Context: an optimization exercise on an open-source flow, tuned for small area, a short achievable clock period and few clock cycles. The choices shown serve that exercise and are no tape-out recipe.
Only simulation tests tie the RTL to the original design; equivalence was not proved.
Power and IR drop assume default switching activity.

`design/flow/design.v`:
```
module mcp23x17_seq (
    input  wire        clk,
    input  wire        rst,             
    input  wire [7:0]   cfg_mode,       
    input  wire [11:0]  cfg_opcode,     
    input  wire [3:0]   cfg_bank,       
    input  wire [287:0] cfg_porta,      
    input  wire [255:0] cfg_portb,      
    input  wire [3:0]   cmd_valid,
    input  wire [63:0]  cmd_word,
    output wire [3:0]   cmd_ready,
    output wire [31:0]  ctx_status,     
    output wire [31:0]  rsp_data,       
    output wire [15:0]  fault_status,
    output wire [7:0]   fault_ctx,
    output wire [7:0]   fault_dev,
    output wire         escalate,
    output reg  [3:0]   cs,
    input  wire         spi_busy,
    output wire         spi_req,
    output wire [23:0]  spi_tx,
    input  wire         spi_ack,
    input  wire [23:0]  spi_rx,
    input  wire [1:0]   spi_st,
    output wire         i2c_req,
    output wire         i2c_rnw,
    output wire [1:0]   i2c_len,
    output wire [7:0]   i2c_sla,
    output wire [23:0]  i2c_wdata,
    input  wire         i2c_ack,
    input  wire [1:0]   i2c_st,
    input  wire [7:0]   i2c_rdata
);
    localparam [1:0] CMD_INIT  = 2'd0,
                     CMD_READ  = 2'd1,
                     CMD_WRITE = 2'd2;
    localparam [1:0] MODE_SPI = 2'd1,
                     MODE_I2C = 2'd2;
    localparam [4:0] INIT_LAST = 5'd23;
    function is_illegal(input [15:0] w);
        reg lo, hi, gt;
        begin
            lo = |w[7:0];                          
            hi = |w[12:8];                         
            gt = w[11] & (w[10] | (w[9] & w[8]));  
            is_illegal = w[13] | (w[15] & w[14]) | gt |
                         (~w[15] & lo) | (~w[15] & ~w[14] & hi);
        end
    endfunction
    function [3:0] eight_reg(input [2:0] k);
        case (k)
            3'd0: eight_reg = 4'd0;    
            3'd1: eight_reg = 4'd1;    
            3'd2: eight_reg = 4'd2;    
            3'd3: eight_reg = 4'd3;    
            3'd4: eight_reg = 4'd4;    
            3'd5: eight_reg = 4'd6;    
            3'd6: eight_reg = 4'd9;    
            default: eight_reg = 4'd10;  
        endcase
    endfunction
    reg  [3:0]  busy;
    reg  [3:0]  rdy;            
    reg  [1:0]  kind  [0:3];
    reg  [12:0] args  [0:3];    
    reg  [7:0]  rsp_b [0:3];
    reg  [3:0]  dval;
    reg  [3:0]  okval;
    reg  [3:0]  rok;
    reg         flt_valid;
    reg         flt_out;        
    reg  [3:0]  flt_cause;
    reg  [2:0]  flt_ph;         
    reg  [1:0]  flt_ctx;
    reg         s_pre;          
    reg         s_sreq;         
    reg         s_post;         
    reg         s_pulse;        
    reg         s_iw;           
    reg         s_ir;           
    reg         s_fin;          
    reg  [1:0]  own;
    reg  [2:0]  f_op;           
    reg         f_rw;           
    reg  [4:0]  f_addr;
    reg  [7:0]  f_data;         
    reg         o_spi_req;
    reg         o_i2c_req;
    reg         o_i2c_rnw;
    reg  [1:0]  o_i2c_len;
    integer k;
    wire s_idle = ~(s_pre | s_sreq | s_post | s_pulse | s_iw | s_ir | s_fin);
    wire [3:0] acc = cmd_valid & rdy;
    wire spi_ackd = s_sreq && spi_ack;
    wire i2c_ackd = (s_iw || s_ir) && i2c_ack;
    wire t_err    = (spi_ackd && spi_st != 2'd0) || (i2c_ackd && i2c_st != 2'd0);
    wire [3:0] c_bad;
    genvar c, b;
    generate
        for (c = 0; c < 4; c = c + 1) begin : g_bad
            assign c_bad[c] = is_illegal(cmd_word[16*c +: 16]) ||
                              (cfg_mode[2*c +: 2] != MODE_SPI && cfg_mode[2*c +: 2] != MODE_I2C);
        end
    endgenerate
    wire cmd_flt = |(acc & c_bad);
    wire new_flt = t_err || cmd_flt;
    reg [3:0] new_cause;
    reg [1:0] new_ctx;
    integer   i;
    always @(*) begin
        new_cause = 4'd0;
        new_ctx   = 2'd0;
        if (spi_ackd && spi_st != 2'd0) begin
            new_cause = (spi_st == 2'd1) ? 4'd1 : 4'd2;
            new_ctx   = own;
        end else if (i2c_ackd && i2c_st != 2'd0) begin
            new_ctx   = own;
            if (s_iw)
                new_cause = (i2c_st == 2'd1) ? 4'd3 : 4'd4;
            else
                new_cause = (i2c_st == 2'd1) ? 4'd5 : 4'd6;
        end else begin
            for (i = 3; i >= 0; i = i - 1) begin
                if (acc[i] && c_bad[i]) begin
                    new_ctx   = i[1:0];
                    new_cause = is_illegal(cmd_word[16*i +: 16]) ? 4'd8 : 4'd7;
                end
            end
        end
    end
    wire acc_any = |acc;
    wire upd     = !flt_valid && !new_flt;
    wire step    = !flt_valid && !acc_any && !t_err;
    wire [3:0] c_spi;           
    wire [3:0] c_rw;            
    wire [3:0] c_pulse;         
    wire [3:0] c_more;          
    wire [4:0] c_addr [0:3];
    wire [2:0] c_op   [0:3];
    wire [7:0] c_data [0:3];
    wire [4:0] c_next [0:3];
    generate
        for (c = 0; c < 4; c = c + 1) begin : g_ctx
            wire [12:0] a     = args[c];
            wire [4:0]  idx   = a[4:0];
            wire        init  = (kind[c] == CMD_INIT);
            wire        pre   = init && (idx[4:3] == 2'b00);
            wire        port  = init ? idx[4] : a[12];
            wire [3:0]  rg    = !init ? a[11:8] : (pre ? 4'd5 : eight_reg(idx[2:0]));
            wire [2:0]  opc   = cfg_opcode[3*c +: 3];
            wire        carry = &idx[2:0];
            assign c_spi[c]   = (cfg_mode[2*c +: 2] == MODE_SPI);
            assign c_rw[c]    = (kind[c] == CMD_READ) || (pre && idx[1]);
            assign c_pulse[c] = pre && (idx[1:0] == 2'd0);
            assign c_more[c]  = init && (idx != INIT_LAST);
            assign c_addr[c]  = cfg_bank[c] ? {port, rg} : {rg, port};
            assign c_op[c]    = c_spi[c] ? {1'b0, opc[1:0]} : opc;
            assign c_next[c]  = (idx[4:3] == 2'b00 && idx[1]) ? 5'd8 :
                                {idx[4] | (idx[3] & carry), idx[3] ^ carry,
                                 idx[2] ^ (idx[1] & idx[0]), idx[1] ^ idx[0], ~idx[0]};
            wire [16:0] sel;
            assign sel[16] = pre && !idx[1];
            for (b = 0; b < 8; b = b + 1) begin : g_sel
                assign sel[b]     = init && (idx[4:3] == 2'b01) && (idx[2:0] == b);
                assign sel[8 + b] = init && (idx[4:3] == 2'b10) && (idx[2:0] == b);
            end
            reg [7:0] d;
            integer m;
            always @(*) begin
                d = init ? 8'h00 : a[7:0];
                for (m = 0; m < 8; m = m + 1) begin
                    d = d | ({8{sel[m]}}     & cfg_porta[72*c + 8*m +: 8])
                          | ({8{sel[8 + m]}} & cfg_portb[64*c + 8*m +: 8]);
                end
                d = d | ({8{sel[16]}} & cfg_porta[72*c + 64 +: 8]);
            end
            assign c_data[c] = d;
        end
    endgenerate
    wire [3:0] own_oh = {own == 2'd3, own == 2'd2, own == 2'd1, own == 2'd0};
    wire [3:0] pend   = busy & ~(own_oh & {4{~s_idle}});
    function [1:0] rr_pick(input [1:0] x, input [3:0] p);
        reg [3:0] r;
        reg [1:0] f;
        begin
            case (x)
                2'd0: r = {p[0], p[3], p[2], p[1]};
                2'd1: r = {p[1], p[0], p[3], p[2]};
                2'd2: r = {p[2], p[1], p[0], p[3]};
                default: r = p;
            endcase
            f = r[0] ? 2'd0 : r[1] ? 2'd1 : r[2] ? 2'd2 : 2'd3;
            case ({x, f})
                4'b0000: rr_pick = 2'd1; 4'b0001: rr_pick = 2'd2; 4'b0010: rr_pick = 2'd3; 4'b0011: rr_pick = 2'd0;
                4'b0100: rr_pick = 2'd2; 4'b0101: rr_pick = 2'd3; 4'b0110: rr_pick = 2'd0; 4'b0111: rr_pick = 2'd1;
                4'b1000: rr_pick = 2'd3; 4'b1001: rr_pick = 2'd0; 4'b1010: rr_pick = 2'd1; 4'b1011: rr_pick = 2'd2;
                4'b1100: rr_pick = 2'd0; 4'b1101: rr_pick = 2'd1; 4'b1110: rr_pick = 2'd2; default: rr_pick = 2'd3;
            endcase
        end
    endfunction
    wire [1:0] nx       = rr_pick(own, pend);
    wire       nx_valid = |pend;
    wire [3:0] gnt      = {nx == 2'd3, nx == 2'd2, nx == 2'd1, nx == 2'd0} & {4{nx_valid}};
    reg        n_spi, n_rw, n_pulse;
    reg [2:0]  n_op;
    reg [4:0]  n_addr;
    reg [7:0]  n_data;
    integer    q;
    always @(*) begin
        n_spi = 1'b0; n_rw = 1'b0; n_pulse = 1'b0;
        n_op = 3'd0; n_addr = 5'd0; n_data = 8'd0;
        for (q = 0; q < 4; q = q + 1) begin
            n_spi   = n_spi   | (gnt[q] & c_spi[q]);
            n_rw    = n_rw    | (gnt[q] & c_rw[q]);
            n_pulse = n_pulse | (gnt[q] & c_pulse[q]);
            n_op    = n_op    | ({3{gnt[q]}} & c_op[q]);
            n_addr  = n_addr  | ({5{gnt[q]}} & c_addr[q]);
            n_data  = n_data  | ({8{gnt[q]}} & c_data[q]);
        end
    end
    wire fin = s_pulse || s_fin ||
               (s_post && !spi_busy) ||
               (s_iw && i2c_ack && !f_rw) ||
               (s_ir && i2c_ack);
    wire fin_s = fin && step;                  
    wire go    = (s_idle && step) || fin_s;    
    wire       o_more = |(own_oh & c_more);
    wire [3:0] done   = (fin_s && !o_more) ? own_oh : 4'd0;
    wire [7:0] o_rd   = s_ir ? i2c_rdata : f_data;
    wire       rd_ack = (spi_ackd && f_rw) || (i2c_ackd && s_ir);
    wire [7:0] iocon  = own[1] ? (own[0] ? cfg_porta[280 +: 8] : cfg_porta[208 +: 8])
                               : (own[0] ? cfg_porta[136 +: 8] : cfg_porta[64 +: 8]);
    wire       rd_eq  = ((s_ir ? i2c_rdata : spi_rx[7:0]) == iocon);
    wire n_start = go && nx_valid;
    wire x_pre   = (n_start && n_spi && !n_pulse) || (s_pre && spi_busy);
    wire x_sreq  = (s_pre && !spi_busy) || (s_sreq && !spi_ack);
    wire x_post  = (s_sreq && spi_ack) || (s_post && !fin_s);
    wire x_pulse = (n_start && n_spi && n_pulse) || (s_pulse && !fin_s);
    wire x_iw    = (n_start && !n_spi) || (s_iw && !i2c_ack);
    wire x_ir    = (s_iw && i2c_ack && f_rw) || (s_ir && !i2c_ack);
    wire x_fin   = ((s_iw && !f_rw) || s_ir || s_fin) && fin && !step;
    wire x_rw    = go ? n_rw : f_rw;
    wire [3:0] busy_n = (busy | (acc & {4{upd}})) & ~done;
    always @(posedge clk) begin
        for (k = 0; k < 4; k = k + 1) begin
            if (acc[k]) begin
                kind[k] <= cmd_word[16*k+14 +: 2];
                args[k] <= {cmd_word[16*k+1 +: 12],
                            cmd_word[16*k] | (cmd_word[16*k+14 +: 2] == CMD_INIT &&
                                              cfg_mode[2*k +: 2] == MODE_I2C)};
            end else if (own_oh[k]) begin
                if (rd_ack)
                    args[k][5] <= rd_eq;
                if (fin_s && c_more[k])
                    args[k][4:0] <= c_next[k];
            end
            if (done[k]) begin
                if (kind[k] == CMD_READ) begin
                    rsp_b[k] <= o_rd;
                    dval[k]  <= 1'b1;
                end
                if (kind[k] == CMD_INIT) begin
                    rok[k]   <= args[k][5];
                    okval[k] <= 1'b1;
                end
            end
        end
        s_pre   <= x_pre;
        s_sreq  <= x_sreq;
        s_post  <= x_post;
        s_pulse <= x_pulse;
        s_iw    <= x_iw;
        s_ir    <= x_ir;
        s_fin   <= x_fin;
        o_spi_req    <= x_sreq;
        o_i2c_req    <= x_iw || x_ir;
        o_i2c_rnw    <= x_ir;
        o_i2c_len[1] <= !x_ir;
        o_i2c_len[0] <= x_ir || !x_rw;
        if (spi_ackd)
            f_data <= spi_rx[7:0];
        if (i2c_ackd && s_ir)
            f_data <= i2c_rdata;
        if (go) begin
            own    <= nx_valid ? nx : own;
            f_op   <= n_op;
            f_rw   <= n_rw;
            f_addr <= n_addr;
            f_data <= n_data;
            cs     <= {4{n_spi && nx_valid}} & gnt;
        end
        busy <= busy_n;
        rdy  <= ~busy_n & {4{upd}};
        if (!flt_valid) begin
            flt_valid <= new_flt;
            flt_out   <= new_flt;
            flt_cause <= new_cause;
            flt_ctx   <= new_ctx;
            flt_ph    <= {new_cause == 4'd5 || new_cause == 4'd6,
                          new_cause == 4'd1 || new_cause == 4'd2 ||
                          new_cause == 4'd3 || new_cause == 4'd4,
                          new_cause == 4'd3 || new_cause == 4'd4};
        end
        if (rst) begin
            busy      <= 4'd0;
            rdy       <= 4'hf;
            dval      <= 4'd0;
            okval     <= 4'd0;
            rok       <= 4'd0;
            flt_valid <= 1'b0;
            flt_out   <= 1'b0;
            flt_cause <= 4'd0;
            flt_ph    <= 3'd0;
            flt_ctx   <= 2'd0;
            cs        <= 4'd0;
            s_pre     <= 1'b0;
            s_sreq    <= 1'b0;
            s_post    <= 1'b0;
            s_pulse   <= 1'b0;
            s_iw      <= 1'b0;
            s_ir      <= 1'b0;
            s_fin     <= 1'b0;
            own       <= 2'd0;
            o_spi_req <= 1'b0;
            o_i2c_req <= 1'b0;
        end
    end
    wire [7:0] f_ctrl = {4'b0100, f_op, f_rw};
    assign spi_req   = o_spi_req && !flt_out;
    assign spi_tx    = {f_ctrl, 3'b000, f_addr, f_data};
    assign i2c_req   = o_i2c_req && !flt_out;
    assign i2c_rnw   = o_i2c_rnw;
    assign i2c_len   = o_i2c_len;
    assign i2c_sla   = {5'b00000, f_op};
    assign i2c_wdata = {f_ctrl, 3'b000, f_addr, f_data};
    assign cmd_ready = rdy;
    generate
        for (c = 0; c < 4; c = c + 1) begin : g_status
            assign ctx_status[8*c +: 8] = {3'b000, busy[c], rok[c], okval[c],
                                           dval[c], busy[c]};
            assign rsp_data[8*c +: 8]   = rsp_b[c];
        end
    endgenerate
    assign fault_status = {4'b0000, flt_ph[2], flt_ph[1], flt_ph[0], flt_ph[0],
                           3'b000, flt_cause, flt_out};
    assign fault_ctx    = {6'd0, flt_ctx};
    assign fault_dev    = {6'd0, flt_ctx};
    assign escalate     = flt_out;
endmodule
```
`design/flow/flow/run.sh`:
```
#!/bin/bash
set -euo pipefail
DU="sky130_fd_sc_hd__probe_p_8 sky130_fd_sc_hd__probec_p_8 sky130_fd_sc_hd__lpflow_bleeder_1 sky130_fd_sc_hd__lpflow_clkbufkapwr_1 sky130_fd_sc_hd__lpflow_clkbufkapwr_16 sky130_fd_sc_hd__lpflow_clkbufkapwr_2 sky130_fd_sc_hd__lpflow_clkbufkapwr_4 sky130_fd_sc_hd__lpflow_clkbufkapwr_8 sky130_fd_sc_hd__lpflow_clkinvkapwr_1 sky130_fd_sc_hd__lpflow_clkinvkapwr_16 sky130_fd_sc_hd__lpflow_clkinvkapwr_2 sky130_fd_sc_hd__lpflow_clkinvkapwr_4 sky130_fd_sc_hd__lpflow_clkinvkapwr_8 sky130_fd_sc_hd__lpflow_decapkapwr_12 sky130_fd_sc_hd__lpflow_decapkapwr_3 sky130_fd_sc_hd__lpflow_decapkapwr_4 sky130_fd_sc_hd__lpflow_decapkapwr_6 sky130_fd_sc_hd__lpflow_decapkapwr_8 sky130_fd_sc_hd__lpflow_inputiso0n_1 sky130_fd_sc_hd__lpflow_inputiso0p_1 sky130_fd_sc_hd__lpflow_inputiso1n_1 sky130_fd_sc_hd__lpflow_inputiso1p_1 sky130_fd_sc_hd__lpflow_inputisolatch_1 sky130_fd_sc_hd__lpflow_isobufsrc_1 sky130_fd_sc_hd__lpflow_isobufsrc_16 sky130_fd_sc_hd__lpflow_isobufsrc_2 sky130_fd_sc_hd__lpflow_isobufsrc_4 sky130_fd_sc_hd__lpflow_isobufsrc_8 sky130_fd_sc_hd__lpflow_isobufsrckapwr_16 sky130_fd_sc_hd__lpflow_lsbuf_lh_hl_isowell_tap_1 sky130_fd_sc_hd__lpflow_lsbuf_lh_hl_isowell_tap_2 sky130_fd_sc_hd__lpflow_lsbuf_lh_hl_isowell_tap_4 sky130_fd_sc_hd__lpflow_lsbuf_lh_isowell_4 sky130_fd_sc_hd__lpflow_lsbuf_lh_isowell_tap_1 sky130_fd_sc_hd__lpflow_lsbuf_lh_isowell_tap_2 sky130_fd_sc_hd__lpflow_lsbuf_lh_isowell_tap_4  sky130_fd_sc_hd__or4_0 sky130_fd_sc_hd__or4_1 sky130_fd_sc_hd__or4_2 sky130_fd_sc_hd__or4_4 sky130_fd_sc_hd__or4b_0 sky130_fd_sc_hd__or4b_1 sky130_fd_sc_hd__or4b_2 sky130_fd_sc_hd__or4b_4 sky130_fd_sc_hd__or4bb_0 sky130_fd_sc_hd__or4bb_1 sky130_fd_sc_hd__or4bb_2 sky130_fd_sc_hd__or4bb_4 sky130_fd_sc_hd__nor4_0 sky130_fd_sc_hd__nor4_1 sky130_fd_sc_hd__nor4_2 sky130_fd_sc_hd__nor4_4 sky130_fd_sc_hd__nor4b_0 sky130_fd_sc_hd__nor4b_1 sky130_fd_sc_hd__nor4b_2 sky130_fd_sc_hd__nor4b_4 sky130_fd_sc_hd__nor4bb_0 sky130_fd_sc_hd__nor4bb_1 sky130_fd_sc_hd__nor4bb_2 sky130_fd_sc_hd__nor4bb_4 sky130_fd_sc_hd__a2111oi_0 sky130_fd_sc_hd__a2111oi_1 sky130_fd_sc_hd__a2111oi_2 sky130_fd_sc_hd__a2111oi_4 sky130_fd_sc_hd__a2111o_0 sky130_fd_sc_hd__a2111o_1 sky130_fd_sc_hd__a2111o_2 sky130_fd_sc_hd__a2111o_4 sky130_fd_sc_hd__o2111ai_0 sky130_fd_sc_hd__o2111ai_1 sky130_fd_sc_hd__o2111ai_2 sky130_fd_sc_hd__o2111ai_4 sky130_fd_sc_hd__o2111a_0 sky130_fd_sc_hd__o2111a_1 sky130_fd_sc_hd__o2111a_2 sky130_fd_sc_hd__o2111a_4 sky130_fd_sc_hd__or3_0 sky130_fd_sc_hd__or3_1 sky130_fd_sc_hd__or3_2 sky130_fd_sc_hd__or3_4 sky130_fd_sc_hd__or3b_0 sky130_fd_sc_hd__or3b_1 sky130_fd_sc_hd__or3b_2 sky130_fd_sc_hd__or3b_4 sky130_fd_sc_hd__nor3b_0 sky130_fd_sc_hd__nor3b_1 sky130_fd_sc_hd__nor3b_2 sky130_fd_sc_hd__nor3b_4"
bash standard.sh "BUFFER_PORTS_ARGS=-buffer_cell sky130_fd_sc_hd__buf_1" \
  "PLACE_PINS_ARGS=-min_distance 1 -min_distance_in_tracks" \
  "DONT_USE_CELLS=$DU" \
  SETUP_SLACK_MARGIN=6.5 TNS_END_PERCENT=10 finish > standard.log 2>&1
```
`design/flow/standard.sh`:
```
#!/bin/bash
# synth_recipe.tcl (not shown) runs the flow's synth.tcl, then flattens the netlist and writes it again
# the make line also repeats each setting of config.mk as NAME=value (left out here)
make -C /OpenROAD-flow-scripts/flow DESIGN_CONFIG=/design/flow/config.mk WORK_HOME=/design/flow/orfs CLKGATE_MAP_FILE= SYNTH_SCRIPT=/design/flow/synth_recipe.tcl "${@:-finish}"
```
`design/flow/config.mk`:
```
export PLATFORM = sky130hd
export DESIGN_NAME = mcp23x17_seq
export DESIGN_NICKNAME = mcp23x17_seq
export VERILOG_FILES = /design/flow/design.v
export SDC_FILE = /design/flow/constraint.sdc
export NUM_CORES = 4
export LEC_CHECK = 0
export CAP_MARGIN = 20
export CORE_AREA = 5 5 195 195
export CTS_BUF_LIST = sky130_fd_sc_hd__clkbuf_8
export DIE_AREA = 0 0 200 200
export SLEW_MARGIN = 20
```
`design/flow/constraint.sdc`:
```
create_clock -name core_clock -period 10.0 [get_ports {clk}]
set_input_delay 2.0000 -clock core_clock [delete_from_list [all_inputs] [get_ports {clk}]]
set_output_delay 2.0000 -clock core_clock [all_outputs]
set_load 0.01 [all_outputs]
```
==> results of run 1 <==
[synthesized netlist by cell type (8+ instances only)]
library cell / instances / area (um2)
sky130_fd_sc_hd__a22oi_1: 144 / 1080
sky130_fd_sc_hd__nand2_1: 138 / 518
sky130_fd_sc_hd__edfxtp_1: 108 / 3240
sky130_fd_sc_hd__clkbuf_1: 92 / 345
sky130_fd_sc_hd__nor2_1: 84 / 315
sky130_fd_sc_hd__buf_4: 80 / 601
sky130_fd_sc_hd__o21ai_0: 70 / 350
sky130_fd_sc_hd__and3_1: 52 / 325
sky130_fd_sc_hd__a21oi_1: 51 / 255
sky130_fd_sc_hd__a22o_1: 51 / 447
sky130_fd_sc_hd__nand4_1: 51 / 319
sky130_fd_sc_hd__dfxtp_1: 49 / 981
sky130_fd_sc_hd__a221oi_1: 41 / 359
sky130_fd_sc_hd__ha_1: 37 / 463
sky130_fd_sc_hd__inv_1: 36 / 135
sky130_fd_sc_hd__nand3_1: 33 / 165
sky130_fd_sc_hd__nor3_1: 31 / 155
sky130_fd_sc_hd__a222oi_1: 30 / 300
sky130_fd_sc_hd__and4_1: 27 / 236
sky130_fd_sc_hd__mux2_2: 26 / 293
sky130_fd_sc_hd__mux2i_1: 20 / 200
sky130_fd_sc_hd__nor2b_1: 20 / 125
sky130_fd_sc_hd__o211ai_1: 18 / 135
sky130_fd_sc_hd__a31oi_1: 14 / 87.6
sky130_fd_sc_hd__a211oi_1: 12 / 90.1
sky130_fd_sc_hd__nand2b_1: 12 / 75.1
sky130_fd_sc_hd__o21a_1: 11 / 82.6
sky130_fd_sc_hd__buf_2: 10 / 50.1
sky130_fd_sc_hd__o31ai_1: 9 / 67.6
sky130_fd_sc_hd__a21o_1: 8 / 60.1
sky130_fd_sc_hd__mux4_2: 8 / 180
sky130_fd_sc_hd__xor2_1: 8 / 70.1
[metrics by stage]
stage / total power [mW] / instances / util / hold WS (ps)
2_1_floorplan: 1.05 / 1545 / - / 449
3_3_place_gp: 1.25 / 2596 / 0.444 / 445
3_5_place_dp: 1.26 / 2596 / 0.444 / 451
4_1_cts: 1.75 / 2636 / 0.459 / 463
5_1_grt: 1.85 / 2671 / 0.465 / 492
6_report: 1.77 / 2675 / 0.465 / 465
[sequential cells by signal, summed over array words and instances, names as in the netlist, 2 cells and up]
signal / cells
args: 52
busy: 4
cs: 4
dval: 4
f_addr: 5
f_data: 8
f_op: 3
flt_cause: 4
flt_ctx: 2
flt_ph: 3
kind: 8
o_i2c_len: 2
okval: 4
own: 2
rdy: 4
rok: 4
rsp_b: 32
[report_power, final]
part	switching (mW)	internal [mW]	total, mW
Sequential	0.0495	0.736	0.785
Combinational	0.305	0.187	0.492
Clock	0.262	0.233	0.496
Total	0.616	1.16	1.77
[metal layers]
layer | routed length (um) | part of all wire | track usage | up-vias
li1 | - | - | - | 7173
met1 | 29100 | 0.37 | 0.446 | 8137
met2 | 34800 | 0.44 | 0.558 | 1275
met3 | 9110 | 0.12 | 0.104 | 315
met4 | 5190 | 0.066 | 0.199 | 10
met5 | 62 | 0.00079 | 0 | -
[critical path: cells and delay by family]
kind                   cells  cell delay (ps)
AO/OA/AOI/OAI              2              560
buffers and inverters      2              290
AND/OR/NAND/NOR            3             1000
[cells by family (layout without fill, tap and decap cells)]
family	after synthesis	after routing	share of synthesized area
simple gates	486	487	0.194
buf+inv	233	872	0.0933
mux	55	55	0.0526
fa+ha+maj	37	37	0.0354
flops	157	157	0.323
xor+xnor	8	8	0.00536
other cells	2	79	0.000574
compound gates	519	519	0.296
[cell type report]
type | count | area, um2 | share of cell area
Timing Repair Buffer | 801 | 3140 | 0.190
Sequential cell | 157 | 4230 | 0.256
Multi-Input combinational cell | 1156 | 7960 | 0.481
Antenna cell | 29 | 72.6 | 0.00439
Tap cell | 461 | 577 | 0.0349
Inverter | 39 | 158 | 0.00953
Clock inverter | 14 | 154 | 0.00931
Clock buffer | 18 | 248 | 0.0150
[path summary, 6_finish.rpt]
kind,startpoint,slack [ps],endpoint
worst min-delay path,rok[0],460,rok[0]
worst max-delay path,cmd_valid[2],6340,rsp_b[0][3]
worst max register to register,args[3][3],6750,rsp_b[0][3]
worst min register to register,rok[0],460,rok[0]
[what timing repair did]
item,CTS,global route
gates cloned,1,0
buffers inserted,7,10
endpoints found under the setup margin,95,101
hold buffers,0,0
gates resized for setup,8,20
pin swaps,5,3
==> run summary, run 1 <==
Synthesis
The total of warnings raised by yosys is 4. The predominant post-synthesis flop cell is sky130_fd_sc_hd__edfxtp_1. The instance count of the mapped netlist is 1497. The total standard cell area after synthesis is 0.0131 mm2. Of all flip-flops after synthesis, the portion carrying an async set or reset was 0. After synthesis the netlist holds a flip-flop and latch count of 157.

After synthesis, the netlist uses 75 different library cells. The share of the Yosys chip area taken by registers is 0.323. The count of flip-flops with a built-in enable after synthesis is 108.

Averaged over all synthesized cells, the footprint is a little under 9 um2.

Clock network
The clock insertion delay at the later pin of the skew report is 480 ps. The TritonCTS clock tree is built. The cell chosen for the clock root is sky130_fd_sc_hd__clkbuf_8. The number of buffers created by CTS is 17.

The total clock sinks is 157. The worst-case clock buffer depth is 2. The H-tree was split into 4 levels. The CTS clock-pin slew for the worst setup and hold paths is 90 ps.

Final layout
The library cell used most frequently in the layout, excluding fill and tap cells, is sky130_fd_sc_hd__buf_1. The top cell types in the final layout, fill and taps aside, are sky130_fd_sc_hd__buf_1, sky130_fd_sc_hd__a22oi_1, sky130_fd_sc_hd__nand2_1. In the final layout, the share of cells above drive strength 1 is 0.0682. Fill cells in the final layout number around 3800. From synthesis to final layout, the design area changed by 26.4%. The number of nets in the finished design is 2886. Once layout is done, the placed cells without fillers occupy 0.0165 mm2.

Route
The via density per instance is 6.32. The via count is 16910. The first routing iteration left 2027 violations.

For this run, design rule violations remaining after detail routing come to 0. The detailed-route wire length per cell is 29.3 um. The number of antenna-violating nets in the routed design is 0.

The number of detailed-routing iterations run before antenna repair is 10. The final layout contains routed wiring with a total length of roughly 78000 um.

Critical path
The data arrival at the endpoint of the critical path is 3860 ps. The signal on the critical path passes through buf_1, a222oi_1, and4_2, o21ai_4, nor3_4, and3b_2, buf_12. The worst stage delay on the critical path is 380 ps. The category of the critical setup timing path is input port to flop.

The cell at the slowest stage of the critical path is sky130_fd_sc_hd__a222oi_1. In this run the worst path has a maximum fanout of 10. The startpoint kind of the worst setup timing path is an input port. STA classifies the critical path endpoint as a flop. The worst register-to-register path has a depth of 6. For the worst setup path, the data required time is between 10000 and 15000 ps.

Timing
The ratio of final minimum period to clock period is 0.366. Setup slack closes at 6340 ps. Across the routed clock network, the largest skew measured is 22.9 ps.

For the pin with the worst max-slew slack, the measured transition is 992 ps. The maximum operating frequency is 273 MHz. The number of max-slew violations in the final report is 0. Summed over all failing endpoints, the final setup total negative slack is 0 ps.

The final number of setup-violating endpoints is 0. The final number of hold-violating endpoints is 0. Setup repair after global routing could not meet its margin everywhere. Counting I/O delays and the setup requirement, the final critical path takes 3660 ps.

The worst relative slew slack is 0.336.

Status
The flow ran to the end and the layout has no timing, DRC or antenna violations.

Floorplan
In this run the core area contains 69 standard-cell rows. The placeable core region is 0.0356 mm2. The floorplan die width is around 200 um.

The number of I/O pins is 843. The area of the die is 0.0400 mm2. The starting utilization of the core area is 0.368. The die height is 200 um.

Power
The peak supply drop is 0.0000809 V. Summed over all cells, the static leakage comes to ~5.7 nW. Dividing total power by cell area gives a power density of 107 mW/mm2.

Placed design
The count of buffers inserted at the top-level ports is approximately 780. The area of placed instances is 0.0158 mm2. The detailed placement HPWL is 64500 um. The congestion estimate from routability-driven global placement came to around 1.1. Prior to clock tree synthesis, the placed netlist has a worst setup slack of 5490 ps.

Worst hold path
The path type of the worst min-delay path is flop to flop. The number of cells on the worst hold path is 2.

Global route
The global-route wire length before repair is 105000 um. Across every metal layer, demand over resource in global routing totals 0.358. The maximum number of pins on one net before global-route repair is 32.

The via count of the first global-routing pass came to 15704. The remaining global-route overflow is 0. The number of antenna violations at the first check in global routing is 34.

Flow run
The tool flagged a number of max-cap violations equal to 0.
Testbench counts, summed over its fixed seeds: cycles 8,296.
==> inputs of run 2 (changes only) <==
--- a/design/flow/flow/run.sh
+++ b/design/flow/flow/run.sh
@@ -5,3 +5,3 @@
   "PLACE_PINS_ARGS=-min_distance 1 -min_distance_in_tracks" \
   "DONT_USE_CELLS=$DU" \
-  SETUP_SLACK_MARGIN=6.5 TNS_END_PERCENT=10 finish > standard.log 2>&1
+  SETUP_SLACK_MARGIN=6.8 TNS_END_PERCENT=10 finish > standard.log 2>&1
==> run summary, run 2 <==
Status
Result of the run: timing/DRC/antenna clean (unchanged).

Power
The switching power is 0.625 mW (was 0.616 mW). The switching power as a share of total power was 0.350 (was 0.348). The sequential group share of total power is 0.439 (was 0.443). The leakage power came to 5.85 nW (was 5.75 nW). The clock network fraction of design power is 0.279 (was 0.280). The internal cell power was 1.16 mW (about the same).

The peak supply drop is 0.0000827 V (was 0.0000809 V). The share of total power in combinational logic is 0.282 (was 0.277). The power density over the cells is 106 mW/mm2 (was 107 mW/mm2).

Final layout
The register ranked first by flip-flop count is args (unchanged). Regs by FF count: args x52, rsp_b x32 (unchanged). The area growth from synthesis to layout was 28.8% (was 26.4%). The number of filler instances in the final layout is 3746 (was 3772).

The number of flip-flops in the largest register is 52 (unchanged). Most used cells in the layout excluding fill and tap cells: sky130_fd_sc_hd__buf_1, sky130_fd_sc_hd__a22oi_1, sky130_fd_sc_hd__nand2_1 (unchanged). The most common library cell in the layout ignoring fill and taps is sky130_fd_sc_hd__buf_1 (unchanged).

The number of nets in the finished design is 2897 (was 2886). The share of layout cells above drive strength 1 is 0.0870 (was 0.0682).

Route
The violation count after the first detailed-routing iteration is 2051 (was 2027). The detailed-route wire length per cell is 29.4 um (was 29.3 um). The number of antenna-violating nets in the routed design is 0 (unchanged). The number of detailed-routing iterations run before antenna repair is 7 (was 10). The via count is 17050 (was 16910). The DRC violation count after routing was 0 (unchanged). The final wirelength is 79100 um (was 78300 um). The via density per instance is 6.34 (was 6.32).

Clock network
The clock insertion delay at the later pin of the skew report is 480 ps (about the same). The worst-case clock buffer depth was 2 (unchanged). The total clock sinks is 157 (unchanged). The depth of the CTS H-tree is 4 (unchanged).

The CTS clock-pin slew for the worst setup and hold paths was 90 ps (about the same). The cell chosen for the clock root is sky130_fd_sc_hd__clkbuf_8 (unchanged). The number of buffers created by CTS is 17 (unchanged). The TritonCTS clock tree is built (unchanged).

Synthesis
The dominant cell by count in the synthesized netlist is sky130_fd_sc_hd__a22oi_1 (unchanged). The sequential share of the synthesized area is 0.323 (unchanged). The number of unique standard cell types used by synthesis was 75 (unchanged). The area share of the largest cell type after synthesis is 0.248 (unchanged).

The mean area per synthesized cell is 8.74 um2 (unchanged). The instance count of the mapped netlist was 1497 (unchanged). The number of storage elements in the synthesis netlist came to 157 (unchanged).

The leading area contributor after synthesis is sky130_fd_sc_hd__edfxtp_1 (unchanged). Commonest cells in the synthesized netlist: sky130_fd_sc_hd__a22oi_1, sky130_fd_sc_hd__nand2_1, sky130_fd_sc_hd__edfxtp_1, sky130_fd_sc_hd__clkbuf_1, sky130_fd_sc_hd__nor2_1 (unchanged). Cell types with the largest area share after synthesis: sky130_fd_sc_hd__edfxtp_1, sky130_fd_sc_hd__a22oi_1, sky130_fd_sc_hd__dfxtp_1 (unchanged). The share of flip-flops with an asynchronous set or reset is 0 (unchanged). The total of warnings raised by yosys is 4 (unchanged).

The total standard cell area after synthesis is 0.0131 mm2 (unchanged). The predominant post-synthesis flop cell is sky130_fd_sc_hd__edfxtp_1 (unchanged). The count of flip-flops with a built-in enable after synthesis is 108 (unchanged).

Floorplan
The placeable core region is 0.0356 mm2 (unchanged). The starting utilization of the core area is 0.368 (unchanged). The number of I/O pins is 843 (unchanged). The area of the die is 0.0400 mm2 (unchanged). The floorplan die width is 200 um (unchanged). The number of standard-cell rows in the floorplan is 69 (unchanged). The die height is 200 um (unchanged).

Critical path
The data arrival at the endpoint of the critical path is 3870 ps (was 3860 ps). The setup slack on the worst flop-to-flop path is 6740 ps (was 6750 ps). The category of the critical setup timing path is input port to flop (unchanged).

The startpoint kind of the worst setup timing path is an input port (unchanged). The worst reg2reg path endpoint is f_data[0] (was rsp_b[0][3]). The launch instance of the worst register-to-register path is args[1][1] (was args[3][3]). The kind of end point of the critical path is a flop (unchanged). The cell count of the worst reg-to-reg path is 9 (was 6). The data required time of the critical path is 10360 ps (was 10190 ps).

The largest fanout on the critical path is 4 (was 10).

Global route
The total global-route track usage is 0.362 (was 0.358). The number of antenna violations at the first check in global routing is 32 (was 34). The maximum number of pins on one net before global-route repair is 32 (unchanged). The remaining global-route overflow is 0 (unchanged). The global-route wire length before repair is 106000 um (was 105000 um). The via count of the first global-routing pass was 15830 (was 15704).

Timing
The final number of setup-violating endpoints is 0 (unchanged). The number of max-slew violations in the final report was 0 (unchanged). The clock skew after layout came to 20.3 ps (was 22.9 ps).

The final critical-path setup slack is 6480 ps (was 6340 ps). The worst hold slack is 466 ps (was 465 ps). The final period demand of the worst path is 3520 ps (was 3660 ps). The actual slew at the worst max-slew pin is 1030 ps (was 992 ps). RSZ-0062 raised after global routing: true (unchanged).

The final number of hold-violating endpoints came to 0 (unchanged). The setup TNS is 0 ps (unchanged). The maximum operating frequency is 284 MHz (was 273 MHz). The ratio of final minimum period to clock period is 0.352 (was 0.366). The worst relative slew slack is 0.310 (was 0.336).

Placed design
The count of buffers inserted at the top-level ports came to 776 (unchanged). The setup slack at placement is 5490 ps (unchanged). The final weighted congestion in routability-driven placement is 1.08 (unchanged). The detailed placement HPWL is 64500 um (unchanged).

Flow run
The reported max-cap violation count is 0 (unchanged).

Worst hold path
The path type of the worst min-delay path is flop to flop (unchanged). The hold path startpoint is rok[0] (unchanged). The number of cells on the worst hold path is 2 (unchanged). The worst min-delay path endpoint is rok[0] (unchanged).
run 2: cell counts after synthesis:
Identical to the previous run, type by type.
run 2: layout make-up:
cell class | count | area (um2) | area share
Antenna cell | 34 | 85.1 | 0.00505
Inverter | 39 | 158 | 0.00935
Timing Repair Buffer | 811 | 3270 | 0.194
Tap cell | 461 | 577 | 0.0342
Sequential cell | 157 | 4230 | 0.251
Multi-Input combinational cell | 1157 | 8140 | 0.483
Clock inverter | 14 | 154 | 0.00913
Clock buffer | 18 | 248 | 0.0147
run 2: worst max-delay path: stages:
cell,delay [ps]
sky130_fd_sc_hd__buf_1,230
sky130_fd_sc_hd__mux4_2,550
sky130_fd_sc_hd__xor2_1,170
sky130_fd_sc_hd__nand4_1,110
sky130_fd_sc_hd__nor2_1,600
sky130_fd_sc_hd__nand2_1,120
sky130_fd_sc_hd__nand2_1,90
run 2: worst max-delay path by stage:
stage,from,endpoint,depth (start not counted)
after floorplan,cmd_valid[0],rsp_b[3][0],5
after global placement,cmd_valid[2],flt_ph[0],9
after detailed placement,cmd_valid[2],flt_ph[0],9
after CTS,cmd_valid[0],rsp_b[2][1],7
after global routing,rst,s_pulse,5
final,cfg_porta[136],args[1][5],7
run 2: kinds of logic (layout without fill, tap and decap cells):
family | Yosys count | in the layout | share of synthesized area
AO/OA/AOI/OAI | 519 | 519 | 0.296
AND/OR/NAND/NOR | 486 | 488 | 0.194
buffers and inverters | 233 | 882 | 0.0933
flip-flops | 157 | 157 | 0.323
multiplexers | 55 | 55 | 0.0526
adder cells (fa/ha/maj) | 37 | 37 | 0.0354
XOR/XNOR | 8 | 8 | 0.00536
other | 2 | 84 | 0.000574
run 2: repair_timing:
item                       CTS  global route
cloned                       2             1
pin swaps                   11            15
resized for setup           32            52
hold buffers                 0             0
setup buffers               19             7
setup endpoints to repair  129           143
run 2: per-stage QoR:
stage	util	cells	power, mW	cell area [um2]
final	0.474	2691	1.79	16900
after floorplan	-	1545	1.05	13300
after global routing	0.473	2678	1.86	16800
after global placement	0.444	2596	1.25	15800
after CTS	0.464	2649	1.76	16500
after detailed placement	0.444	2596	1.26	15800
run 2: layer usage:
metal | GRT usage | up-vias | part of all wire
met5 | 0 | - | 0.00089
met4 | 0.208 | 10 | 0.070
met3 | 0.108 | 335 | 0.12
met2 | 0.559 | 1353 | 0.44
met1 | 0.450 | 8153 | 0.37
li1 | - | 7199 | -
run 2: power groups by stage:
stage               Sequential [mW]  Combinational [mW]  Clock (mW)
floorplan                     0.776               0.274           0
global placement              0.795               0.459           0
detailed placement            0.796               0.463           0
CTS                           0.782               0.475       0.504
global route                  0.788               0.539       0.532
finish                        0.786               0.505       0.498
==> inputs of run 3 (changes only) <==
--- a/design/flow/flow/run.sh
+++ b/design/flow/flow/run.sh
@@ -5,3 +5,3 @@
   "PLACE_PINS_ARGS=-min_distance 1 -min_distance_in_tracks" \
   "DONT_USE_CELLS=$DU" \
-  SETUP_SLACK_MARGIN=6.8 TNS_END_PERCENT=10 finish > standard.log 2>&1
+  SETUP_SLACK_MARGIN=7.1 TNS_END_PERCENT=10 finish > standard.log 2>&1
==> run summary, run 3 <==
Critical path
The kind of end point of the critical path is a flop (unchanged). The total buffers and inverters traversed by the critical path is 1 (unchanged). The worst stage delay on the critical path is 620 ps (was 600 ps). Critical Path, Cell by Cell: buf_1, mux4_2, xor2_1, nand4_1, nor2_1, nand2_1, nand2_1 (unchanged).

The cell type group with the largest total delay on the critical path is simple AND/OR/NAND/NOR gates (unchanged). The data arrival at the endpoint of the critical path came to 3890 ps (was 3870 ps). The launch instance of the worst register-to-register path was args[1][1] (unchanged). The startpoint kind of the worst setup timing path is an input port (unchanged). The most numerous cell on the critical path is sky130_fd_sc_hd__nand2_1 (unchanged). The cell at the slowest stage of the critical path is sky130_fd_sc_hd__nor2_1 (unchanged).

The setup slack on the worst flop-to-flop path is 6710 ps (was 6740 ps). The largest fanout on the critical path was 4 (unchanged). The launching element of the worst setup path is cfg_porta[136] (unchanged). The category of the critical setup timing path is input port to flop (unchanged). The data required time of the critical path is 10360 ps (about the same).

Clock network
The clock insertion delay at the later pin of the skew report is 490 ps (was 480 ps). The number of buffers created by CTS is 17 (unchanged). The total clock sinks is 157 (unchanged). The depth of the CTS H-tree is 4 (unchanged). The CTS clock-pin slew for the worst setup and hold paths came to 90 ps (about the same). The cell chosen for the clock root is sky130_fd_sc_hd__clkbuf_8 (unchanged).

The worst-case clock buffer depth is 2 (unchanged). The TritonCTS clock tree is built (unchanged).

Final layout
The number of flip-flops in the largest register is 52 (unchanged). The register ranked first by flip-flop count was args (unchanged). The share of layout cells above drive strength 1 is 0.0977 (was 0.0870). The utilization of the core after routing is 0.479 (was 0.474). Most used cells in the layout excluding fill and tap cells: sky130_fd_sc_hd__buf_1, sky130_fd_sc_hd__a22oi_1, sky130_fd_sc_hd__nand2_1 (unchanged). The most common library cell in the layout ignoring fill and taps is sky130_fd_sc_hd__buf_1 (unchanged). Regs by FF count: args x52, rsp_b x32 (unchanged).

The number of nets in the finished design is 2901 (was 2897). The area of all placed cells without fillers was 0.0170 mm2 (was 0.0169 mm2). The area growth from synthesis to layout came to 30.2% (was 28.8%).

Global route
The via count of the first global-routing pass is 15859 (was 15830). The total global-route track usage was 0.362 (about the same). The number of antenna violations at the first check in global routing is 30 (was 32).

The remaining global-route overflow came to 0 (unchanged). The global-route wire length before repair was 106000 um (about the same). The maximum number of pins on one net before global-route repair came to 32 (unchanged).

Timing
The maximum operating frequency is 283 MHz (was 284 MHz). The final period demand of the worst path came to 3530 ps (was 3520 ps). The final number of setup-violating endpoints is 0 (unchanged).

RSZ-0062 raised after global routing: true (unchanged). The ratio of final minimum period to clock period is 0.353 (was 0.352). The setup TNS was 0 ps (unchanged). The actual slew at the worst max-slew pin was 1010 ps (was 1030 ps). The final number of hold-violating endpoints was 0 (unchanged).

The clock skew after layout is 24.3 ps (was 20.3 ps). The worst hold slack came to 464 ps (was 466 ps). The number of max-slew violations in the final report is 0 (unchanged). The worst relative slew slack was 0.325 (was 0.310).

Floorplan
The area of the die is 0.0400 mm2 (unchanged). The placeable core region is 0.0356 mm2 (unchanged). The number of I/O pins was 843 (unchanged).

The die height is 200 um (unchanged). The starting utilization of the core area is 0.368 (unchanged). The number of standard-cell rows in the floorplan is 69 (unchanged). The floorplan die width is 200 um (unchanged).

Power
The leakage power is 5.93 nW (was 5.85 nW). The internal cell power is 1.17 mW (was 1.16 mW). The switching power is 0.630 mW (was 0.625 mW). The switching power as a share of total power is 0.350 (about the same). The sequential group share of total power is 0.436 (was 0.439).

The clock network fraction of design power is 0.277 (was 0.279). The power density over the cells came to 106 mW/mm2 (about the same). The post-layout total power is 1.80 mW (was 1.79 mW). The share of total power in combinational logic is 0.286 (was 0.282). The peak supply drop came to 0.0000830 V (was 0.0000827 V).

Route
The via count is 17166 (was 17050). The number of antenna-violating nets in the routed design was 0 (unchanged). The number of detailed-routing iterations run before antenna repair came to 9 (was 7).

The detailed-route wire length per cell is 29.4 um (about the same). The final wirelength was 79200 um (was 79100 um). The DRC violation count after routing is 0 (unchanged).

The violation count after the first detailed-routing iteration came to 2095 (was 2051). The via density per instance is 6.38 (was 6.34).

Worst hold path
The path type of the worst min-delay path is flop to flop (unchanged). The hold path startpoint is rok[0] (unchanged).

Synthesis
The area share of the largest cell type after synthesis is 0.248 (unchanged). Commonest cells in the synthesized netlist: sky130_fd_sc_hd__a22oi_1, sky130_fd_sc_hd__nand2_1, sky130_fd_sc_hd__edfxtp_1, sky130_fd_sc_hd__clkbuf_1, sky130_fd_sc_hd__nor2_1 (unchanged). The instance count of the mapped netlist came to 1497 (unchanged). The sequential share of the synthesized area is 0.323 (unchanged). The count of flip-flops with a built-in enable after synthesis is 108 (unchanged). Cell types with the largest area share after synthesis: sky130_fd_sc_hd__edfxtp_1, sky130_fd_sc_hd__a22oi_1, sky130_fd_sc_hd__dfxtp_1 (unchanged). The number of storage elements in the synthesis netlist is 157 (unchanged). The number of unique standard cell types used by synthesis is 75 (unchanged). The total standard cell area after synthesis was 0.0131 mm2 (unchanged). The predominant post-synthesis flop cell is sky130_fd_sc_hd__edfxtp_1 (unchanged).

The dominant cell by count in the synthesized netlist was sky130_fd_sc_hd__a22oi_1 (unchanged). The share of flip-flops with an asynchronous set or reset is 0 (unchanged). The mean area per synthesized cell is 8.74 um2 (unchanged). The leading area contributor after synthesis is sky130_fd_sc_hd__edfxtp_1 (unchanged). The total of warnings raised by yosys was 4 (unchanged).

Placed design
The final weighted congestion in routability-driven placement came to 1.08 (unchanged). The area of placed instances is 0.0158 mm2 (unchanged). The count of buffers inserted at the top-level ports was 776 (unchanged). The detailed placement HPWL is 64500 um (unchanged).

Status
Result of the run: timing/DRC/antenna clean (unchanged).

Flow run
The reported max-cap violation count is 0 (unchanged).
-- run 3: cell families after synthesis --
| logic type | Yosys count | synth area share |
|---|---|---|
| flops | 157 | 0.323 |
| buf+inv | 233 | 0.0933 |
| other cells | 2 | 0.000574 |
| simple gates | 486 | 0.194 |
| compound gates | 519 | 0.296 |
| mux | 55 | 0.0526 |
| xor+xnor | 8 | 0.00536 |
| fa+ha+maj | 37 | 0.0354 |
-- run 3: worst register-to-register path: stages (launching register included) --
cell	delay (ps)
sky130_fd_sc_hd__edfxtp_1	490
sky130_fd_sc_hd__inv_1	140
sky130_fd_sc_hd__ha_1	260
sky130_fd_sc_hd__and2_1	190
sky130_fd_sc_hd__and3_1	290
sky130_fd_sc_hd__a22o_1	290
sky130_fd_sc_hd__a221oi_1	270
sky130_fd_sc_hd__nand4_1	120
sky130_fd_sc_hd__o21ai_0	710
sky130_fd_sc_hd__a41oi_1	220
-- run 3: final cells by class --
class                   count  area, um2
fillers                  3709      18500
multi-input cells        1157       8210
flip-flops and latches    157       4230
repair buffers            815       3380
well taps                 461        577
clock buffers              18        248
inverters                  39        166
clock inverters            14        154
diodes                     28       70.1
-- run 3: final timing paths --
path                                    to  depth (start not counted)
worst max-delay path            args[1][5]                          7
worst min-delay path                rok[0]                          2
worst max register to register   f_data[0]                          9
worst min register to register      rok[0]                          2
-- run 3: repair_timing --
item | CTS | global route
pin swaps | 15 | 26
cloned | 2 | 1
hold buffers | 0 | 0
endpoints found under the hold margin | 0 | 0
resized for setup | 54 | 79
buffers inserted | 20 | 10
endpoints found under the setup margin | 249 | 253
-- run 3: stage by stage --
step                      worst slack, ps  std cells
after floorplan                      6410       1545
after global placement               5470       2596
after detailed placement             5490       2596
after CTS                            6520       2650
after global routing                 6520       2680
final                                6470       2689
-- run 3: routing by layer --
| layer | routed length [um] | track usage |
|---|---|---|
| met5 | 56 | 0 |
| met1 | 29400 | 0.448 |
| met3 | 9260 | 0.111 |
| met2 | 34900 | 0.560 |
| met4 | 5550 | 0.209 |
-- run 3: power groups by stage --
stage | logic [mW] | registers [mW] | clock network [mW]
2_1_floorplan | 0.274 | 0.776 | 0
3_3_place_gp | 0.459 | 0.795 | 0
3_5_place_dp | 0.463 | 0.796 | 0
4_1_cts | 0.480 | 0.783 | 0.504
5_1_grt | 0.550 | 0.788 | 0.532
6_report | 0.515 | 0.786 | 0.500
==> inputs of run 4 (changes only) <==
--- a/design/flow/design.v
+++ b/design/flow/design.v
@@ -61,5 +61,4 @@
     endfunction
     reg  [3:0]  busy;
-    reg  [3:0]  rdy;            
     reg  [1:0]  kind  [0:3];
     reg  [12:0] args  [0:3];    
@@ -69,7 +68,5 @@
     reg  [3:0]  rok;
     reg         flt_valid;
-    reg         flt_out;        
     reg  [3:0]  flt_cause;
-    reg  [2:0]  flt_ph;         
     reg  [1:0]  flt_ctx;
     reg         s_pre;          
@@ -85,10 +82,7 @@
     reg  [4:0]  f_addr;
     reg  [7:0]  f_data;         
-    reg         o_spi_req;
-    reg         o_i2c_req;
-    reg         o_i2c_rnw;
-    reg  [1:0]  o_i2c_len;
     integer k;
     wire s_idle = ~(s_pre | s_sreq | s_post | s_pulse | s_iw | s_ir | s_fin);
+    wire [3:0] rdy = ~busy & {4{~flt_valid}};
     wire [3:0] acc = cmd_valid & rdy;
     wire spi_ackd = s_sreq && spi_ack;
@@ -240,5 +234,4 @@
     wire x_ir    = (s_iw && i2c_ack && f_rw) || (s_ir && !i2c_ack);
     wire x_fin   = ((s_iw && !f_rw) || s_ir || s_fin) && fin && !step;
-    wire x_rw    = go ? n_rw : f_rw;
     wire [3:0] busy_n = (busy | (acc & {4{upd}})) & ~done;
     always @(posedge clk) begin
@@ -273,9 +266,4 @@
         s_ir    <= x_ir;
         s_fin   <= x_fin;
-        o_spi_req    <= x_sreq;
-        o_i2c_req    <= x_iw || x_ir;
-        o_i2c_rnw    <= x_ir;
-        o_i2c_len[1] <= !x_ir;
-        o_i2c_len[0] <= x_ir || !x_rw;
         if (spi_ackd)
             f_data <= spi_rx[7:0];
@@ -291,25 +279,16 @@
         end
         busy <= busy_n;
-        rdy  <= ~busy_n & {4{upd}};
         if (!flt_valid) begin
             flt_valid <= new_flt;
-            flt_out   <= new_flt;
             flt_cause <= new_cause;
             flt_ctx   <= new_ctx;
-            flt_ph    <= {new_cause == 4'd5 || new_cause == 4'd6,
-                          new_cause == 4'd1 || new_cause == 4'd2 ||
-                          new_cause == 4'd3 || new_cause == 4'd4,
-                          new_cause == 4'd3 || new_cause == 4'd4};
         end
         if (rst) begin
             busy      <= 4'd0;
-            rdy       <= 4'hf;
             dval      <= 4'd0;
             okval     <= 4'd0;
             rok       <= 4'd0;
             flt_valid <= 1'b0;
-            flt_out   <= 1'b0;
             flt_cause <= 4'd0;
-            flt_ph    <= 3'd0;
             flt_ctx   <= 2'd0;
             cs        <= 4'd0;
@@ -322,14 +301,12 @@
             s_fin     <= 1'b0;
             own       <= 2'd0;
-            o_spi_req <= 1'b0;
-            o_i2c_req <= 1'b0;
         end
     end
     wire [7:0] f_ctrl = {4'b0100, f_op, f_rw};
-    assign spi_req   = o_spi_req && !flt_out;
+    assign spi_req   = s_sreq && !flt_valid;
     assign spi_tx    = {f_ctrl, 3'b000, f_addr, f_data};
-    assign i2c_req   = o_i2c_req && !flt_out;
-    assign i2c_rnw   = o_i2c_rnw;
-    assign i2c_len   = o_i2c_len;
+    assign i2c_req   = (s_iw || s_ir) && !flt_valid;
+    assign i2c_rnw   = s_ir;
+    assign i2c_len   = {!s_ir, s_ir || !f_rw};
     assign i2c_sla   = {5'b00000, f_op};
     assign i2c_wdata = {f_ctrl, 3'b000, f_addr, f_data};
@@ -342,8 +319,11 @@
         end
     endgenerate
-    assign fault_status = {4'b0000, flt_ph[2], flt_ph[1], flt_ph[0], flt_ph[0],
-                           3'b000, flt_cause, flt_out};
+    wire ph34 = (flt_cause == 4'd3) || (flt_cause == 4'd4);
+    wire [3:0] flt_phase = {(flt_cause == 4'd5) || (flt_cause == 4'd6),
+                            (flt_cause == 4'd1) || (flt_cause == 4'd2) || ph34,
+                            ph34, ph34};
+    assign fault_status = {4'b0000, flt_phase, 3'b000, flt_cause, flt_valid};
     assign fault_ctx    = {6'd0, flt_ctx};
     assign fault_dev    = {6'd0, flt_ctx};
-    assign escalate     = flt_out;
+    assign escalate     = flt_valid;
 endmodule
--- a/design/flow/flow/run.sh
+++ b/design/flow/flow/run.sh
@@ -5,3 +5,3 @@
   "PLACE_PINS_ARGS=-min_distance 1 -min_distance_in_tracks" \
   "DONT_USE_CELLS=$DU" \
-  SETUP_SLACK_MARGIN=7.1 TNS_END_PERCENT=10 finish > standard.log 2>&1
+  SETUP_SLACK_MARGIN=6.5 TNS_END_PERCENT=10 finish > standard.log 2>&1
==> run summary, run 4 <==
Status
Result of the run: timing/DRC/antenna clean (unchanged).

Synthesis
The leading area contributor after synthesis was sky130_fd_sc_hd__edfxtp_1 (unchanged). The share of flip-flops with an asynchronous set or reset was 0 (unchanged). The instance count of the mapped netlist is 1489 (was 1497).

The total standard cell area after synthesis came to 0.0131 mm2 (about the same). The number of unique standard cell types used by synthesis came to 85 (was 75). The area share of xor/xnor cells in the synthesized design was 0.00671 (was 0.00536). The total of warnings raised by yosys came to 4 (unchanged).

The compound-cell area share of the yosys netlist was 0.293 (was 0.296). The share of synthesized cell area in and, or, nand and nor gates is 0.217 (was 0.194). Commonest cells in the synthesized netlist: sky130_fd_sc_hd__a22oi_1, sky130_fd_sc_hd__nand2_1, sky130_fd_sc_hd__edfxtp_1, sky130_fd_sc_hd__buf_4, sky130_fd_sc_hd__nor2_1 (was sky130_fd_sc_hd__a22oi_1, sky130_fd_sc_hd__nand2_1, sky130_fd_sc_hd__edfxtp_1, sky130_fd_sc_hd__clkbuf_1, sky130_fd_sc_hd__nor2_1). The count of flip-flops with a built-in enable after synthesis is 109 (was 108). The number of storage elements in the synthesis netlist is 145 (was 157). The predominant post-synthesis flop cell was sky130_fd_sc_hd__edfxtp_1 (unchanged). Cell types with the largest area share after synthesis: sky130_fd_sc_hd__edfxtp_1, sky130_fd_sc_hd__a22oi_1, sky130_fd_sc_hd__dfxtp_1 (unchanged).

The dominant cell by count in the synthesized netlist was sky130_fd_sc_hd__a22oi_1 (unchanged). The share of synthesized cell area in full adder, half adder and majority cells was 0.0354 (about the same). The multiplexer share of the synthesized area came to 0.0488 (was 0.0526). The area share of the largest cell type after synthesis came to 0.251 (was 0.248). The mean area per synthesized cell came to 8.77 um2 (was 8.74 um2). The dominant combinational cell family by area after synthesis is compound AO/OA/AOI/OAI gates (unchanged). The sequential share of the synthesized area is 0.306 (was 0.323).

Placed design
The number of placed instances, taps included is 2611 (was 2596). The area of placed instances is 0.0158 mm2 (about the same). The setup slack at placement is 4320 ps (was 5490 ps). The final weighted congestion in routability-driven placement is 1.04 (was 1.08). The detailed placement HPWL is 68500 um (was 64500 um). The count of buffers inserted at the top-level ports is 776 (unchanged).

Timing
The final period demand of the worst path is 3670 ps (was 3530 ps). The number of max-slew violations in the final report is 0 (unchanged). The final number of hold-violating endpoints is 0 (unchanged). The final number of setup-violating endpoints is 0 (unchanged). RSZ-0062 raised after global routing: true (unchanged).

The final critical-path setup slack is 6330 ps (was 6470 ps). The setup TNS is 0 ps (unchanged). The clock skew after layout is 32.6 ps (was 24.3 ps). The actual slew at the worst max-slew pin is 1050 ps (was 1010 ps). The worst relative slew slack is 0.291 (was 0.325). The ratio of final minimum period to clock period came to 0.367 (was 0.353). The maximum operating frequency is 272 MHz (was 283 MHz).

Clock network
The number of buffers created by CTS is 17 (unchanged). The total of hold buffers inserted after clock tree synthesis was 0 (unchanged). The depth of the CTS H-tree was 4 (unchanged). The CTS clock-pin slew for the worst setup and hold paths is 100 ps (was 90 ps).

The TritonCTS clock tree is built (unchanged). The worst-case clock buffer depth is 2 (unchanged). The clock insertion delay at the later pin of the skew report came to 470 ps (was 490 ps). The total clock sinks was 145 (was 157). The cell chosen for the clock root was sky130_fd_sc_hd__clkbuf_8 (unchanged).

Route
The detailed-route wire length per cell was 30.7 um (was 29.4 um). The final wirelength was 82100 um (was 79200 um). The number of detailed-routing iterations run before antenna repair is 9 (unchanged).

The violation count after the first detailed-routing iteration is 1829 (was 2095). The number of antenna-violating nets in the routed design came to 0 (unchanged). The DRC violation count after routing is 0 (unchanged). The via count came to 16845 (was 17166).

The via density per instance is 6.29 (was 6.38).

Final layout
The area of all placed cells without fillers was 0.0165 mm2 (was 0.0170 mm2). The number of nets in the finished design is 2890 (was 2901). The number of flip-flops in the largest register came to 52 (unchanged). The filler-free cell count of the finished design is 2679 (was 2689).

Most used cells in the layout excluding fill and tap cells: sky130_fd_sc_hd__buf_1, sky130_fd_sc_hd__a22oi_1, sky130_fd_sc_hd__nand2_1 (unchanged). The area growth from synthesis to layout is 26.0% (was 30.2%). The register ranked first by flip-flop count is args (unchanged).

The share of layout cells above drive strength 1 is 0.0722 (was 0.0977). Regs by FF count: args x52, rsp_b x32 (unchanged). The most common library cell in the layout ignoring fill and taps is sky130_fd_sc_hd__buf_1 (unchanged).

Floorplan
The number of I/O pins is 843 (unchanged). The placeable core region is 0.0356 mm2 (unchanged). The starting utilization of the core area is 0.367 (was 0.368).

The floorplan die width is 200 um (unchanged). The die height came to 200 um (unchanged). The area of the die is 0.0400 mm2 (unchanged).

The number of standard-cell rows in the floorplan is 69 (unchanged).

Global route
The via count of the first global-routing pass came to 16089 (was 15859). The global-route wire length before repair was 111000 um (was 106000 um). The number of antenna violations at the first check in global routing is 25 (was 30). The maximum number of pins on one net before global-route repair is 39 (was 32). The remaining global-route overflow is 0 (unchanged). The total global-route track usage is 0.379 (was 0.362).

Power
The leakage power is 5.49 nW (was 5.93 nW). The peak supply drop was 0.000100 V (was 0.0000830 V). The power density over the cells is 108 mW/mm2 (was 106 mW/mm2). The post-layout total power is 1.78 mW (was 1.80 mW).

Critical path
The largest fanout on the critical path is 9 (was 4). The kind of end point of the critical path is a flop (unchanged). The data arrival at the endpoint of the critical path was 3820 ps (was 3890 ps). The data required time of the critical path was 10150 ps (was 10360 ps). Critical Path, Cell by Cell: buf_1, o221ai_4, o21a_1, and4_4, nand3_4, nor2_4, and3b_4 (was buf_1, mux4_2, xor2_1, nand4_1, nor2_1, nand2_1, nand2_1). The worst stage delay on the critical path is 380 ps (was 620 ps). The startpoint kind of the worst setup timing path is an input port (unchanged).

The cell at the slowest stage of the critical path is sky130_fd_sc_hd__and3b_4 (was sky130_fd_sc_hd__nor2_1). The category of the critical setup timing path is input port to flop (unchanged).

Flow run
The reported max-cap violation count was 0 (unchanged).

Worst hold path
The path type of the worst min-delay path is flop to flop (unchanged).
-- run 4: changes by cell type after synthesis, sizes merged, moves of 11 or more --
cell    before  now
buf        100  119
clkbuf      94   50
o211ai      19    7
a32oi        6   26
nand2b      12   24
a222oi      30   19
a211oi      13   24
a22o        51   29
dfxtp       49   36
and3        52   41
and4        27   13
nand3       33   49
nor3        38   64
-- run 4: kinds of logic after synthesis --
family                     count (synthesis)
AOI/OAI and AO/OA                        515
and+or+nand+nor                          510
buffers and inverters                    219
DFF                                      145
muxes                                     51
adders and majority gates                 37
xor gates and xnor gates                  10
other                                      2
-- run 4: path summary, 6_finish.rpt --
path | slack [ps] | start | to | cells past startpoint
setup / recovery | 6330 | i2c_st[0] | rsp_b[2][0] | 7
hold / removal | 470 | cs[3] | cs[3] | 2
setup reg to reg | 6400 | args[3][1] | f_data[0] | 8
hold reg to reg | 470 | cs[3] | cs[3] | 2
-- run 4: critical path: cells and delay by family --
kind                   cells  cell delay, ps
and+or+nand+nor            4            1200
AOI/OAI and AO/OA          2             490
buffers and inverters      1             110
-- run 4: what timing repair did --
action / 4_1_cts / 5_1_grt
cloned: 1 / 0
gates resized for setup: 15 / 14
setup endpoints to repair: 108 / 88
buffers inserted: 0 / 6
pin swaps: 0 / 1
-- run 4: layout make-up --
type	count	area, um2
clock inverter	15	180
sequential	145	4000
clock buffer	17	234
fill	3695	19100
multi-input combinational	1173	8150
timing repair inverter	1	8.76
tap	461	577
inverter	50	209
timing repair buffer	788	3030
antenna	29	72.6
-- run 4: metal layers --
metal	track usage	wire, um
met3	0.101	9780
met4	0.226	5610
met1	0.462	30100
met5	0	7
met2	0.604	36700
-- run 4: stage by stage --
stage,util,hold WS (ps)
after global placement,0.444,443
after CTS,0.457,466
final,0.463,466
after detailed placement,0.444,449
after floorplan,-,449
after global routing,0.462,499
-- run 4: power by group --
group / switching (mW) / internal (mW) / total (mW)
clock network: 0.296 / 0.192 / 0.487
registers: 0.0540 / 0.687 / 0.741
logic: 0.350 / 0.200 / 0.550
Testbench counts of run 4, summed over its fixed seeds: cycles 8,296.
==> inputs of run 5 (changes only) <==
--- a/design/flow/flow/run.sh
+++ b/design/flow/flow/run.sh
@@ -5,3 +5,3 @@
   "PLACE_PINS_ARGS=-min_distance 1 -min_distance_in_tracks" \
   "DONT_USE_CELLS=$DU" \
-  SETUP_SLACK_MARGIN=6.5 TNS_END_PERCENT=10 finish > standard.log 2>&1
+  SETUP_SLACK_MARGIN=6.8 TNS_END_PERCENT=10 finish > standard.log 2>&1
==> run summary, run 5 <==
Clock network
The total clock sinks is 145 (unchanged). The CTS clock-pin slew for the worst setup and hold paths is 100 ps (about the same). The number of buffers created by CTS is 17 (unchanged). The TritonCTS clock tree was built (unchanged).

The depth of the CTS H-tree came to 4 (unchanged). The worst-case clock buffer depth is 2 (unchanged). The cell chosen for the clock root is sky130_fd_sc_hd__clkbuf_8 (unchanged).

Synthesis
The share of flip-flops with an asynchronous set or reset is 0 (unchanged). The total of warnings raised by yosys is 4 (unchanged). The sequential share of the synthesized area is 0.306 (unchanged). The dominant cell by count in the synthesized netlist is sky130_fd_sc_hd__a22oi_1 (unchanged). The compound-cell area share of the yosys netlist is 0.293 (unchanged). Commonest cells in the synthesized netlist: sky130_fd_sc_hd__a22oi_1, sky130_fd_sc_hd__nand2_1, sky130_fd_sc_hd__edfxtp_1, sky130_fd_sc_hd__buf_4, sky130_fd_sc_hd__nor2_1 (unchanged). The leading area contributor after synthesis was sky130_fd_sc_hd__edfxtp_1 (unchanged).

The area share of xor/xnor cells in the synthesized design is 0.00671 (unchanged). The number of unique standard cell types used by synthesis is 85 (unchanged).

Floorplan
The starting utilization of the core area was 0.367 (unchanged). The die height is 200 um (unchanged). The number of I/O pins is 843 (unchanged). The number of standard-cell rows in the floorplan is 69 (unchanged).

Global route
The remaining global-route overflow is 0 (unchanged). The number of antenna violations at the first check in global routing came to 22 (was 25). The maximum number of pins on one net before global-route repair is 39 (unchanged).

Final layout
Most used cells in the layout excluding fill and tap cells: sky130_fd_sc_hd__buf_1, sky130_fd_sc_hd__a22oi_1, sky130_fd_sc_hd__nand2_1 (unchanged). The utilization of the core after routing is 0.476 (was 0.463). The register ranked first by flip-flop count is args (unchanged). Regs by FF count: args x52, rsp_b x32 (unchanged). The area used by multi-input combinational logic is 0.00837 mm2 (was 0.00815 mm2).

The number of flip-flops in the largest register is 52 (unchanged). The number of nets in the finished design is 2912 (was 2890).

Worst hold path
The path type of the worst min-delay path is flop to flop (unchanged).

Critical path
The data required time of the critical path is 10190 ps (was 10150 ps). The largest fanout on the critical path is 6 (was 9). The kind of end point of the critical path is a flop (unchanged). The total buffers and inverters traversed by the critical path is 2 (was 1).

Power
The switching power is 0.713 mW (was 0.700 mW). The share of total power in combinational logic is 0.313 (was 0.309). The sequential group share of total power came to 0.411 (was 0.417).

The internal cell power is 1.09 mW (was 1.08 mW). The leakage power is 5.70 nW (was 5.49 nW).

Timing
The clock skew after layout came to 27.7 ps (was 32.6 ps). The maximum operating frequency is 293 MHz (was 272 MHz). The final period demand of the worst path came to 3410 ps (was 3670 ps). The worst relative slew slack was 0.349 (was 0.291). The actual slew at the worst max-slew pin is 974 ps (was 1050 ps).

Route
The number of antenna-violating nets in the routed design is 0 (unchanged).

Flow run
The reported max-cap violation count was 0 (unchanged).

Placed design
The final weighted congestion in routability-driven placement is 1.07 (was 1.04).

Status
Result of the run: timing/DRC/antenna clean (unchanged).
==> run 5: layout make-up <==
cell class,count,area share
Multi-Input combinational cell,1174,0.494
Sequential cell,145,0.237
Timing Repair Buffer,809,0.192
Tap cell,461,0.0341
Clock buffer,17,0.0138
Inverter,50,0.0127
Clock inverter,15,0.0111
Antenna cell,25,0.00370
Timing Repair inverter,1,0.000517
==> run 5: final timing paths <==
kind | from | end | slack [ps] | cells after the start
min | cs[0] | cs[0] | 470 | 2
max reg2reg | args[3][1] | f_data[0] | 6720 | 8
max | i2c_st[1] | rsp_b[2][4] | 6590 | 8
min reg2reg | cs[0] | cs[0] | 470 | 2
==> run 5: repair_timing <==
| action | 4_1_cts | 5_1_grt |
|---|---|---|
| resized for setup | 70 | 31 |
| hold buffers | 0 | 0 |
| pin swaps | 16 | 13 |
| endpoints found under the setup margin | 157 | 130 |
| buffers inserted | 17 | 10 |
| gates cloned | 3 | 0 |
==> run 5: logic make-up after synthesis <==
kind of cell,after synthesis
compound gates,515
xor+xnor,10
fa+ha+maj,37
buf+inv,219
flops,145
mux,51
other cells,2
simple gates,510
==> run 5: stage by stage <==
step	setup WS, ps	power [mW]	area (um2)	hold slack [ps]
CTS	6640	1.78	16700	469
floorplan	6440	1.05	13300	449
global placement	4450	1.27	15800	438
detailed placement	4370	1.27	15800	455
finish	6590	1.80	16900	469
global route	6580	1.87	16900	486
==> run 5: tightest hold or removal path: stages (launching register included) <==
cell and delay [ps]:
sky130_fd_sc_hd__dfxtp_1 320, sky130_fd_sc_hd__nand2_1 50, sky130_fd_sc_hd__a21oi_1 50
==> run 5: power by group through the flow <==
stage | sequential, mW | clock (mW) | combinational [mW]
floorplan | 0.724 | 0 | 0.325
global placement | 0.753 | 0 | 0.513
detailed placement | 0.753 | 0 | 0.519
CTS | 0.739 | 0.498 | 0.539
global route | 0.744 | 0.524 | 0.602
finish | 0.741 | 0.498 | 0.565
==> run 5: routing by layer <==
metal	vias to the layer above	track usage	part of all wire
met5	-	0	0
met4	0	0.202	0.067
met3	261	0.0947	0.12
met2	1334	0.579	0.45
met1	8119	0.445	0.37
li1	7211	-	-

afterwards: timing with drivers on the ports:
Ports are ideal in the flow. The routed layouts listed here were re-timed in OpenROAD. Step 1 sets driving cells, clkbuf_16 on the clock port and buf_2 on the other inputs (assumed; they add their load-dependent delay and slew). Step 2 also shifts input and output timing later by t, the mid clock arrival at the registers, as if the neighbouring blocks saw the same clock. Three values: ideal, step 1, step 2; two values: the first two.
| run | t, ns | setup slack, ns | worst setup path after step 2 |
|---|---|---|---|
| run 1 | 0.518 | 6.337 / 6.321 / 5.803 | input to register |
| run 2 | 0.519 | 6.482 / 6.498 / 5.979 | input to register |
| run 3 | 0.521 | 6.469 / 6.484 / 5.963 | input to register |
| run 4 | 0.499 | 6.327 / 6.331 / 5.832 | input to register |
| run 5 | 0.530 | 6.593 / 6.562 / 6.060 | input to register |
After both steps setup and hold are still met in every run listed. For run 1, which loses most, drivers alone change the setup slack by -0.016 ns; drivers and shift together by -0.534 ns.
